This is an optimization exercise on Yosys and OpenROAD, whose aim is small area, a short achievable clock period and few clock cycles per item, not a production implementation. Only simulation tests tie the RTL to the original design; equivalence was not proved. No activity file was given, so power comes from the tool's default toggle rates.

### flow/design.v
module modexp_engine (
    input  wire         clk,
    input  wire         rst,         
    input  wire         start,
    input  wire [255:0] base,
    input  wire [255:0] exponent,
    input  wire [255:0] modulus,
    output wire         ready,
    output reg          done,
    output reg          err,
    output wire [255:0] result
);
    localparam [4:0] ST_IDLE  = 5'd0,
                     ST_RED0  = 5'd1,    
                     ST_PREP  = 5'd2,    
                     ST_DBL   = 5'd3,    
                     ST_RED   = 5'd4,    
                     ST_SETB  = 5'd5,    
                     ST_SETA  = 5'd6,    
                     ST_ONE0  = 5'd7,    
                     ST_ONE1  = 5'd8,    
                     ST_ONE2  = 5'd9,    
                     ST_ONE3  = 5'd10,   
                     ST_MM    = 5'd11,   
                     ST_MMC   = 5'd12,   
                     ST_FIN1  = 5'd13,   
                     ST_FIN2  = 5'd14,   
                     ST_FIN3  = 5'd15,   
                     ST_EDBL  = 5'd16,   
                     ST_ER1   = 5'd17,   
                     ST_EADD  = 5'd18,   
                     ST_ER2   = 5'd19,   
                     ST_EEND  = 5'd20,   
                     ST_EFIN  = 5'd21;   
    localparam [1:0] K_SQR = 2'd0, K_MUL = 2'd1, K_CONV = 2'd2;
    localparam [1:0] X_A = 2'd0, X_B = 2'd1, X_ONE = 2'd2;
    localparam [2:0] OB_ZERO = 3'd0, OB_C = 3'd1, OB_NM = 3'd2, OB_S = 3'd3, OB_B = 3'd4;
    reg [21:0]  st;        
    reg [255:0] M;         
    reg [255:0] E;         
    reg [255:0] B;         
    reg [256:0] A;         
    reg [257:0] S;         
    reg [257:0] C;         
    reg         cin;       
    reg [3:0]   xd;        
    reg [3:0]   xam;       
    reg [3:0]   vq;        
    reg         ph;        
    reg [16:0]  gcr;       
    reg         ger;       
    reg [1:0]   xsrc;      
    reg [6:0]   di;        
    reg [7:0]   bp;        
    reg [9:0]   cnt;       
    reg [8:0]   ecnt;      
    reg [3:0]   minv;      
    reg         odd;
    reg [1:0]   kind;
    reg         scan;      
    assign ready  = st[ST_IDLE];
    assign result = A[255:0];
    function [3:0] dig(input [1:0] src, input [6:0] idx, input [256:0] a, input [255:0] b);
        integer i;
        reg [263:0] ap;
        reg [263:0] bpd;
        begin
            ap  = {7'd0, a};
            bpd = {8'd0, b};
            dig = 4'd0;
            for (i = 0; i < 65; i = i + 1)
                if (idx == i)
                    dig = (src == X_A) ? ap[4*i +: 4] :
                          (src == X_B) ? bpd[4*i +: 4] :
                          (src == X_ONE && i == 0) ? 4'd1 : 4'd0;
        end
    endfunction
    wire [6:0] daddr = st[ST_MM] ? (di + 7'd1) : {1'b0, bp[7:2]};
    wire [3:0] dnext = dig(xsrc, daddr, A, B);
    wire       xbit  = xd[bp[1:0]];
    wire [3:0] q     = vq * minv + xam;
    wire [261:0] S0 = {4'd0, S};
    wire [261:0] C0 = {4'd0, C};
    wire [261:0] X0 = xd[0] ? {5'd0, A}       : 262'd0;
    wire [261:0] X1 = xd[1] ? {4'd0, A, 1'b0} : 262'd0;
    wire [261:0] X2 = xd[2] ? {3'd0, A, 2'b0} : 262'd0;
    wire [261:0] X3 = xd[3] ? {2'd0, A, 3'b0} : 262'd0;
    wire [261:0] Q0 = q[0] ? {6'd0, M}       : 262'd0;
    wire [261:0] Q1 = q[1] ? {5'd0, M, 1'b0} : 262'd0;
    wire [261:0] Q2 = q[2] ? {4'd0, M, 2'b0} : 262'd0;
    wire [261:0] Q3 = q[3] ? {3'd0, M, 3'b0} : 262'd0;
    wire [261:0] X1c = X1 | {261'd0, cin};
    wire [261:0] a1 = S0 ^ C0 ^ X0;
    wire [261:0] b1 = ((S0 & C0) | (S0 & X0) | (C0 & X0)) << 1;
    wire [261:0] a2 = X1c ^ X2 ^ X3;
    wire [261:0] b2 = ((X1c & X2) | (X1c & X3) | (X2 & X3)) << 1;
    wire [261:0] a3 = a1 ^ b1 ^ a2;
    wire [261:0] b3 = ((a1 & b1) | (a1 & a2) | (b1 & a2)) << 1;
    wire [261:0] es = a3 ^ b3 ^ b2;
    wire [261:0] ec = ((a3 & b3) | (a3 & b2) | (b3 & b2)) << 1;
    wire [261:0] c1 = Q0 ^ Q1 ^ Q2;
    wire [261:0] d1 = ((Q0 & Q1) | (Q0 & Q2) | (Q1 & Q2)) << 1;
    wire [261:0] c2 = es ^ ec ^ Q3;
    wire [261:0] d2 = ((es & ec) | (es & Q3) | (ec & Q3)) << 1;
    wire [261:0] c3 = c1 ^ d1 ^ c2;
    wire [261:0] d3 = ((c1 & d1) | (c1 & c2) | (d1 & c2)) << 1;
    wire [261:0] ts = c3 ^ d3 ^ d2;
    wire [261:0] tc = ((c3 & d3) | (c3 & d2) | (d3 & d2)) << 1;
    wire sel_c  = st[ST_MMC] | st[ST_FIN1];
    wire sel_nm = st[ST_RED] | st[ST_ONE2] | st[ST_FIN2] | st[ST_ER1] | st[ST_ER2] |
                  (st[ST_RED0] & M[255]);
    wire sel_b  = st[ST_EADD];
    wire acin   = sel_nm | st[ST_ONE1] | (sel_c & cin);
    wire [257:0] opb = ({258{sel_c}}  & C) |
                       ({258{sel_nm}} & ~{2'b00, M}) |
                       ({258{sel_b}}  & {2'b00, B});
    wire [258:0] cpa;
    wire [16:0]  gcn;
    wire         gen;
    add2 u_cpa (.a({1'b0, S}), .b({1'b0, opb}), .ci(acin), .gci(gcr), .gco(gcn), .co(gen), .s(cpa));
    wire         ge  = ger;
    wire xd_pre_mmc  = st[ST_MMC] & ph;
    wire xd_pre_seta = st[ST_SETA] & odd & ph;
    wire mmc_mul     = (kind == K_SQR) & E[255];
    wire [3:0] xd_next = xd_pre_seta ? ((ecnt == 9'd0) ? 4'd1 : cpa[3:0]) :
                         xd_pre_mmc  ? (mmc_mul ? B[3:0] : (ecnt == 9'd1) ? 4'd1 : cpa[3:0]) :
                         dnext;
    wire [3:0] alo_next = (xd_pre_mmc | xd_pre_seta) ? cpa[3:0] : A[3:0];
    wire [3:0] xam_next = xd_next * alo_next * minv;
    wire [3:0] vq_next  = ts[7:4] + tc[7:4] + {3'd0, |ts[3:0]};
    wire alu_st = ~(st[ST_IDLE] | st[ST_PREP] | st[ST_MM] | st[ST_ONE0] | st[ST_DBL] | st[ST_EDBL]);
    wire [9:0] cnt_end = odd ? 10'd516 : 10'd256;
    always @(posedge clk) begin
        if (rst) begin
            st <= 22'd1 << (ST_IDLE);
            done  <= 1'b0;
            err   <= 1'b0;
        end else begin
            done <= 1'b0;
            if (scan) begin
                if (!E[255] && ecnt != 9'd0) begin
                    E    <= E << 1;
                    ecnt <= ecnt - 9'd1;
                end else
                    scan <= 1'b0;
            end
            xd <= xd_next;
            if (~(alu_st & ~ph)) begin
                C   <= 258'd0;
                cin <= 1'b0;
            end
            xam <= xam_next;
            vq  <= st[ST_MM] ? vq_next : 4'd0;
            gcr <= gcn;
            ger <= gen;
            if (alu_st & ~ph) begin
                ph <= 1'b1;
            end else begin
            ph <= 1'b0;
            case (1'b1)
                st[ST_IDLE]: begin
                    M    <= modulus;
                    E    <= exponent;
                    S    <= {2'b00, base};
                    C    <= 258'd0;
                    cin  <= 1'b0;
                    ecnt <= 9'd256;
                    scan <= 1'b0;
                    if (start) st <= 22'd1 << (ST_RED0);
                end
                st[ST_RED0]: begin
                    if (M == 256'd0) begin
                        done  <= 1'b1;
                        err   <= 1'b1;
                        st <= 22'd1 << (ST_IDLE);
                    end else begin
                        err  <= 1'b0;
                        odd  <= M[0];
                        scan <= 1'b1;
                        case (M[3:1])
                            3'd0: minv <= 4'd15;
                            3'd1: minv <= 4'd5;
                            3'd2: minv <= 4'd3;
                            3'd3: minv <= 4'd9;
                            3'd4: minv <= 4'd7;
                            3'd5: minv <= 4'd13;
                            3'd6: minv <= 4'd11;
                            default: minv <= 4'd1;
                        endcase
                        if (M[255]) begin
                            if (ge) S <= cpa[257:0];
                            cnt   <= 10'd256;
                            st <= 22'd1 << (M[0] ? ST_DBL : ST_SETB);
                        end else begin
                            B     <= cpa[255:0];    
                            S     <= 258'd0;
                            cnt   <= 10'd0;
                            bp    <= 8'd255;
                            xsrc  <= X_B;
                            st <= 22'd1 << (ST_PREP);
                        end
                    end
                end
                st[ST_PREP]: st <= 22'd1 << (ST_DBL);
                st[ST_DBL]: begin
                    S <= {S[256:0], ~cnt[9] & ~cnt[8] & xbit};
                    if (cnt < 10'd256) bp <= bp - 8'd1;
                    st <= 22'd1 << (ST_RED);
                end
                st[ST_RED]: begin
                    if (ge) S <= cpa[257:0];
                    cnt <= cnt + 10'd1;
                    st <= 22'd1 << ((cnt + 10'd1 == cnt_end) ? ST_SETB : ST_DBL);
                end
                st[ST_SETB]: begin
                    if (!scan) begin
                        if (ecnt == 9'd0) begin
                            st <= 22'd1 << (ST_ONE0);
                        end else begin
                            B     <= cpa[255:0];
                            E     <= E << 1;
                            ecnt  <= ecnt - 9'd1;
                            st <= 22'd1 << (ST_SETA);
                        end
                    end
                end
                st[ST_SETA]: begin
                    A <= cpa[256:0];
                    if (odd) begin
                        S   <= 258'd0;
                        C   <= 258'd0;
                        cin <= 1'b0;
                        di  <= 7'd0;
                        if (ecnt == 9'd0) begin
                            kind <= K_CONV; xsrc <= X_ONE;
                        end else begin
                            kind <= K_SQR;  xsrc <= X_A;  
                        end
                        st <= 22'd1 << (ST_MM);
                    end else begin
                        if (ecnt == 9'd0) begin
                            done  <= 1'b1;
                            st <= 22'd1 << (ST_IDLE);
                        end else begin
                            kind  <= K_SQR;
                            xsrc  <= X_B;
                            S     <= 258'd0;
                            bp    <= 8'd255;
                            st <= 22'd1 << (ST_EDBL);
                        end
                    end
                end
                st[ST_ONE0]: begin
                    S <= 258'd0;
                    st <= 22'd1 << (ST_ONE1);
                end
                st[ST_ONE1]: begin
                    S <= cpa[257:0];
                    st <= 22'd1 << (ST_ONE2);
                end
                st[ST_ONE2]: begin
                    if (ge) S <= cpa[257:0];
                    st <= 22'd1 << (ST_ONE3);
                end
                st[ST_ONE3], st[ST_FIN3], st[ST_EFIN]: begin
                    A     <= cpa[256:0];
                    done  <= 1'b1;
                    st <= 22'd1 << (ST_IDLE);
                end
                st[ST_MM]: begin
                    S   <= ts[261:4];
                    C   <= tc[261:4];
                    cin <= |ts[3:0];
                    di  <= di + 7'd1;
                    if (di == 7'd64)
                        st <= 22'd1 << ((kind == K_CONV) ? ST_FIN1 : ST_MMC);
                end
                st[ST_MMC]: begin
                    A   <= cpa[256:0];
                    S   <= 258'd0;
                    C   <= 258'd0;
                    cin <= 1'b0;
                    di  <= 7'd0;
                    st <= 22'd1 << (ST_MM);
                    if (kind == K_SQR && E[255]) begin
                        kind <= K_MUL; xsrc <= X_B;
                    end else begin
                        E    <= E << 1;
                        ecnt <= ecnt - 9'd1;
                        if (ecnt == 9'd1) begin
                            kind <= K_CONV; xsrc <= X_ONE;
                        end else begin
                            kind <= K_SQR;  xsrc <= X_A;  
                        end
                    end
                end
                st[ST_FIN1]: begin
                    S   <= cpa[257:0];
                    C   <= 258'd0;
                    cin <= 1'b0;
                    st <= 22'd1 << (ST_FIN2);
                end
                st[ST_FIN2]: begin
                    if (ge) S <= cpa[257:0];
                    st <= 22'd1 << (ST_FIN3);
                end
                st[ST_EDBL]: begin
                    S <= {S[256:0], 1'b0};
                    st <= 22'd1 << (ST_ER1);
                end
                st[ST_ER1]: begin
                    if (ge) S <= cpa[257:0];
                    if (xbit)
                        st <= 22'd1 << (ST_EADD);
                    else if (bp == 8'd0)
                        st <= 22'd1 << (ST_EEND);
                    else begin
                        bp <= bp - 8'd1;
                        st <= 22'd1 << (ST_EDBL);
                    end
                end
                st[ST_EADD]: begin
                    S <= cpa[257:0];
                    st <= 22'd1 << (ST_ER2);
                end
                st[ST_ER2]: begin
                    if (ge) S <= cpa[257:0];
                    if (bp == 8'd0)
                        st <= 22'd1 << (ST_EEND);
                    else begin
                        bp <= bp - 8'd1;
                        st <= 22'd1 << (ST_EDBL);
                    end
                end
                st[ST_EEND]: begin
                    if (kind == K_SQR && E[255]) begin
                        B     <= cpa[255:0];
                        kind  <= K_MUL;
                        xsrc  <= X_A;
                        S     <= 258'd0;
                        bp    <= 8'd255;
                        st <= 22'd1 << (ST_EDBL);
                    end else begin
                        E    <= E << 1;
                        ecnt <= ecnt - 9'd1;
                        if (ecnt == 9'd1) begin
                            st <= 22'd1 << (ST_EFIN);
                        end else begin
                            B     <= cpa[255:0];
                            kind  <= K_SQR;
                            xsrc  <= X_B;
                            S     <= 258'd0;
                            bp    <= 8'd255;
                            st <= 22'd1 << (ST_EDBL);
                        end
                    end
                end
                default: st <= 22'd1 << (ST_IDLE);
            endcase
            end
        end
    end
endmodule
module add2 (
    input  wire [258:0] a,
    input  wire [258:0] b,
    input  wire         ci,
    input  wire [16:0]  gci,
    output wire [16:0]  gco,
    output wire         co,
    output wire [258:0] s
);
    wire [271:0] g = {13'd0, a & b};
    wire [271:0] p = {13'd0, a ^ b};
    reg  [16:0] gg, gp;
    reg  [271:0] lc;        
    integer k, j, l;
    reg [15:0] tg, tp, ng, np;
    reg g16_1, p16_1;
    always @(*) begin
        for (k = 0; k < 17; k = k + 1) begin
            tg = g[16*k +: 16];
            tp = p[16*k +: 16];
            for (l = 0; l < 4; l = l + 1) begin
                ng = tg; np = tp;
                for (j = 0; j < 16; j = j + 1)
                    if ((j >> l) & 1) begin
                        ng[j] = tg[j] | (tp[j] & tg[((j >> l) << l) - 1]);
                        np[j] = tp[j] & tp[((j >> l) << l) - 1];
                    end
                tg = ng; tp = np;
            end
            gg[k] = tg[15];
            if (k == 16) begin g16_1 = tg[1]; p16_1 = tp[1]; end
            gp[k] = tp[15];
            lc[16*k] = gci[k];
            for (j = 1; j < 16; j = j + 1)
                lc[16*k + j] = tg[j-1] | (tp[j-1] & gci[k]);
        end
    end
    reg [17:0] cg, cp, ncg, ncp;
    integer m, n;
    always @(*) begin
        cg = {gg, ci};
        cp = {gp, 1'b0};
        for (m = 0; m < 5; m = m + 1) begin
            ncg = cg; ncp = cp;
            for (n = 0; n < 18; n = n + 1)
                if ((n >> m) & 1) begin
                    ncg[n] = cg[n] | (cp[n] & cg[((n >> m) << m) - 1]);
                    ncp[n] = cp[n] & cp[((n >> m) << m) - 1];
                end
            cg = ncg; cp = ncp;
        end
    end
    assign gco = cg[16:0];
    assign co  = g16_1 | (p16_1 & cg[16]);    
    assign s   = p[258:0] ^ lc[258:0];
endmodule
### flow/constraint.sdc
create_clock -name core_clock -period 14.0 [get_ports {clk}]
set_input_delay 2.8000 -clock core_clock [delete_from_list [all_inputs] [get_ports {clk}]]
set_output_delay 2.8000 -clock core_clock [all_outputs]
set_load 0.01 [all_outputs]
### flow/config.mk
export PLATFORM = sky130hd
export DESIGN_NAME = modexp_engine
export DESIGN_NICKNAME = modexp_engine
export VERILOG_FILES = /design/flow/design.v
export SDC_FILE = /design/flow/constraint.sdc
export NUM_CORES = 4
export LEC_CHECK = 0
export ABC_CLOCK_PERIOD_IN_PS = 3500
export CAP_MARGIN = 50
export CORE_MARGIN = 2
export CORE_UTILIZATION = 40
export SLEW_MARGIN = 20
### flow/run.sh
#!/bin/bash
# synth_recipe.tcl (not shown) runs the flow's synth.tcl, then flattens the netlist and writes it again
# the make line also repeats each setting of config.mk as NAME=value (left out here)
make -C /OpenROAD-flow-scripts/flow DESIGN_CONFIG=/design/flow/config.mk WORK_HOME=/design/flow/orfs CLKGATE_MAP_FILE= SYNTH_SCRIPT=/design/flow/synth_recipe.tcl finish
==> run notes <==
* Post-synthesis sequential area ratio at 27.2%
* Worst slew margin at -3.45%
* Crit path to: ger$_DFFE_PN_
* Sum Neg Setup Slack at 0 ns
* Hold slack at 0.503 ns
* First-pass GRT wire length at 1350000 microns
* Yosys warnings at 2
* Synth Area per Inst at 9.26 sq um
* Critical path arrival at 9.28 ns
* Dpl hpwl at 699000 microns
* Die area at 456000 sq um
* Total GRT Usage at 42.2%
* IR Drop Worst-Case VDD at 119 uV
* Nets at 23000
* Layout cells sized above 1 at 6.81%
* Crit start category: flip-flop
* CTS resizes at 0
* Net Count, Synth at 22600
* Root buffer cell: clkbuf_16
* TritonCTS Buffers at 229
* Synth-to-layout area growth at 15.0%
* Synthesized cell area at 180000 sq um
* RSZ-0062 raised after global routing: false
* Worst-skew pair later-pin latency at 1.06 ns
* Initial antenna violation count at 208
* Switching power share of the total at 41.9%
* Top cell type's share of synthesized area at 26.9%
* Reg2reg start: st[13]$_SDFFE_PP0P_
* Leakage at 0.0819 uW
* Largest net degree at the start of global routing at 230
* Final Max Tran Viols at 21
* Final period util at 60.9%
* IO Count at 1030
* Total net switching power at 9790 uW
* CTS Sinks at 1640
* Reg clk slew, reported paths at 0.06 ns
* Site Rows at 246
* Cell with the most instances after synthesis: inv_1
* RR Endpoint: ger$_DFFE_PN_
* Total gr overflow at 0
* CP required at 14.76 ns
* Initial DRC Count at 28300
* Hold-fix buffers at CTS at 0
* Post-Route WL at 989000 microns
* # setup viols final at 0
* EDFF count, synth at 1616
* CP startpoint: st[13]$_SDFFE_PP0P_
* Top_reg_cell synth: edfxtp_1
* R2R Setup Slk at 5.48 ns
* Min-Delay Path Class: flip-flop to flip-flop
* Worst Tran Pin Value at 1.55 ns
* Post-synth top area cell: edfxtp_1
* Routability-driven placement congestion ratio at 1.04
* Core Area at 449000 sq um
* Flops & latches, synth at 1640
* Post-route ant nets at 0
* Number of remaining DRC errors at 0
* Crit. End Element: flip-flop
* Die width at 675 microns
* Top cells by area, synth: edfxtp_1 (27%), fa_1 (23%), and2_1 (6.4%)
* Drt pass-1 iters at 14
* Asr flop ratio synth at 0%
* Post-CTS Setup Inserts at 0
* Layout Check Fails: slew limit
* Drt wl/cell at 37.9 microns
* Status: failed layout checks
* Vias at 174000
* Setup Crit Path Kind: flip-flop to flip-flop
* Initial core utilization at 40.2%
* R2R cell count at 20
* CTS tree: built
* Die height at 675 microns
* IO buf count at 1029
* Synth cell count leaders: inv_1 (2345), fa_1 (2069), a21oi_1 (1946)
* Sequential share of power at 27.5%
* Power Density at 113 nW/um^2
* Cell Int Power at 13500 uW
* Via density at 6.66
* Comb pwr share at 45.0%
* Clk pwr share at 27.5%
* Post-layout min period at 8.52 ns
* Worst-case clock buffer depth at 4
* Count of cell types in the netlist at 107
* Vias in the first global route at 165000
* Crit Path Max Fanout at 39
* # H-tree levels at 4
* Post-Syn Instances at 19500
* Clock skew at 0.107 ns
* Maxcap violations at 0
* Hold Vio Cnt, Final at 0
* Highest clock rate at 117 MHz
critical path: stages, from the launching register on:
cell	delay, ns
dfxtp_4	0.65
or2_4	0.72
buf_4	0.70
buf_4	0.58
a22oi_1	0.13
o21ai_0	0.14
ha_1	0.35
o21ai_0	0.12
a21oi_1	0.10
a221oi_1	0.73
a21boi_0	0.23
clkdlybuf4s18_2	0.35
o311ai_0	0.67
nand4_1	0.70
o311ai_1	0.51
buf_4	0.32
a2111oi_0	0.19
o21ai_0	0.58
a21oi_1	0.20
nand3_1	0.13
nand2_1	0.06
placed cells by master, fill, tap and decap left out, drive strengths merged, types with 103 or more instances in the layout:
cell              n
inv            2355
a211oi          333
nand2           797
buf             668
clkinv          103
edfxtp         1616
xnor2           170
a22oi           377
ha              295
clkdlybuf4s50  1029
fa             2069
o22ai           180
and2           1832
o21ai          1397
o221ai          175
diode           142
nor2b           294
nand3           117
mux2i           586
clkbuf          275
a221oi          258
mux2            104
nor2           1308
nor3            133
a21oi          1947
cell families after synthesis:
family | after synthesis | share of synthesized area [%]
AO/OA/AOI/OAI | 5711 | 19.8
XOR/XNOR | 253 | 1.26
adder cells (fa/ha/maj) | 2364 | 25.0
buffers and inverters | 3926 | 8.79
flip-flops | 1640 | 27.2
multiplexers | 698 | 4.00
AND/OR/NAND/NOR | 4878 | 13.9
power by group through the flow:
stage               Clock (uW)  Combinational [uW]  Sequential, uW
CTS                       6400               10100            6380
floorplan                    0                6180            6230
global route              6560               11500            6430
finish                    6430               10500            6410
global placement             0                9810            6490
detailed placement           0               10000            6480
layer usage:
layer / up-vias / routed length, microns / GRT usage (%) / part of all wire (%)
met5: - / 1380 / 0.0531 / 0.14
li1: 68100 / - / - / -
met2: 15800 / 384000 / 56.6 / 39
met4: 180 / 104000 / 35.4 / 10
met3: 4310 / 161000 / 19.6 / 16
met1: 85800 / 338000 / 50.9 / 34
worst min-delay path by stage:
stage / startpoint / endpoint / cells past startpoint
6_report: err$_SDFFE_PP0P_ / err$_SDFFE_PP0P_ / 2
5_1_grt: err$_SDFFE_PP0P_ / err$_SDFFE_PP0P_ / 2
4_1_cts: err$_SDFFE_PP0P_ / err$_SDFFE_PP0P_ / 2
3_5_place_dp: err$_SDFFE_PP0P_ / err$_SDFFE_PP0P_ / 2
3_3_place_gp: err$_SDFFE_PP0P_ / err$_SDFFE_PP0P_ / 2
2_1_floorplan: st[15]$_SDFFE_PP0P_ / st[15]$_SDFFE_PP0P_ / 2
final cells by class:
class,count,area (sq um)
fill,42700,241000
multi-input combinational,13900,116000
sequential,1640,49000
timing repair buffer,1710,17700
inverter,2352,8870
tap,5952,7450
clock buffer,266,5950
clock inverter,160,1750
antenna,142,355
stage by stage:
step | cell area [sq um] | total power (uW) | instances | worst slack [ns] | util (%)
5_1_grt | 207000 | 24400 | 26000 | 5.68 | 46.1
6_report | 207000 | 23300 | 26100 | 5.48 | 46.2
3_5_place_dp | 199000 | 16500 | 25500 | 6.15 | 44.3
2_1_floorplan | 180000 | 12400 | 19500 | -0.148 | -
3_3_place_gp | 195000 | 16300 | 25300 | 5.98 | 43.5
4_1_cts | 207000 | 22900 | 26000 | 6.12 | 46.1
Testbench counts, summed over its fixed seeds: cycles 314,815, items 12.

port drivers added, routing unchanged:
The results above use ideal ports. As a check the final layout listed here was re-extracted and re-timed, cells and wires unchanged. Step 1 (the two cells are an assumption about what drives the block):
set clk [get_ports {clk}]
set_driving_cell -lib_cell sky130_fd_sc_hd__clkbuf_16 $clk
set_driving_cell -lib_cell sky130_fd_sc_hd__buf_2 [delete_from_list [all_inputs] $clk]
Step 2 also shifts input and output timing later by t, the mid clock arrival at the registers, as if the neighbouring blocks saw the same clock. Slacks: ideal / step 1 / step 2; pairs: ideal / step 1.
t, ns: 1.141
slack for setup (ns): 5.479 / 5.479 / 5.479
clock arrival spread, ns: 0.106 / 0.106
For this run, drivers alone change the setup slack by 0.000 ns; drivers and shift together by 0.000 ns.
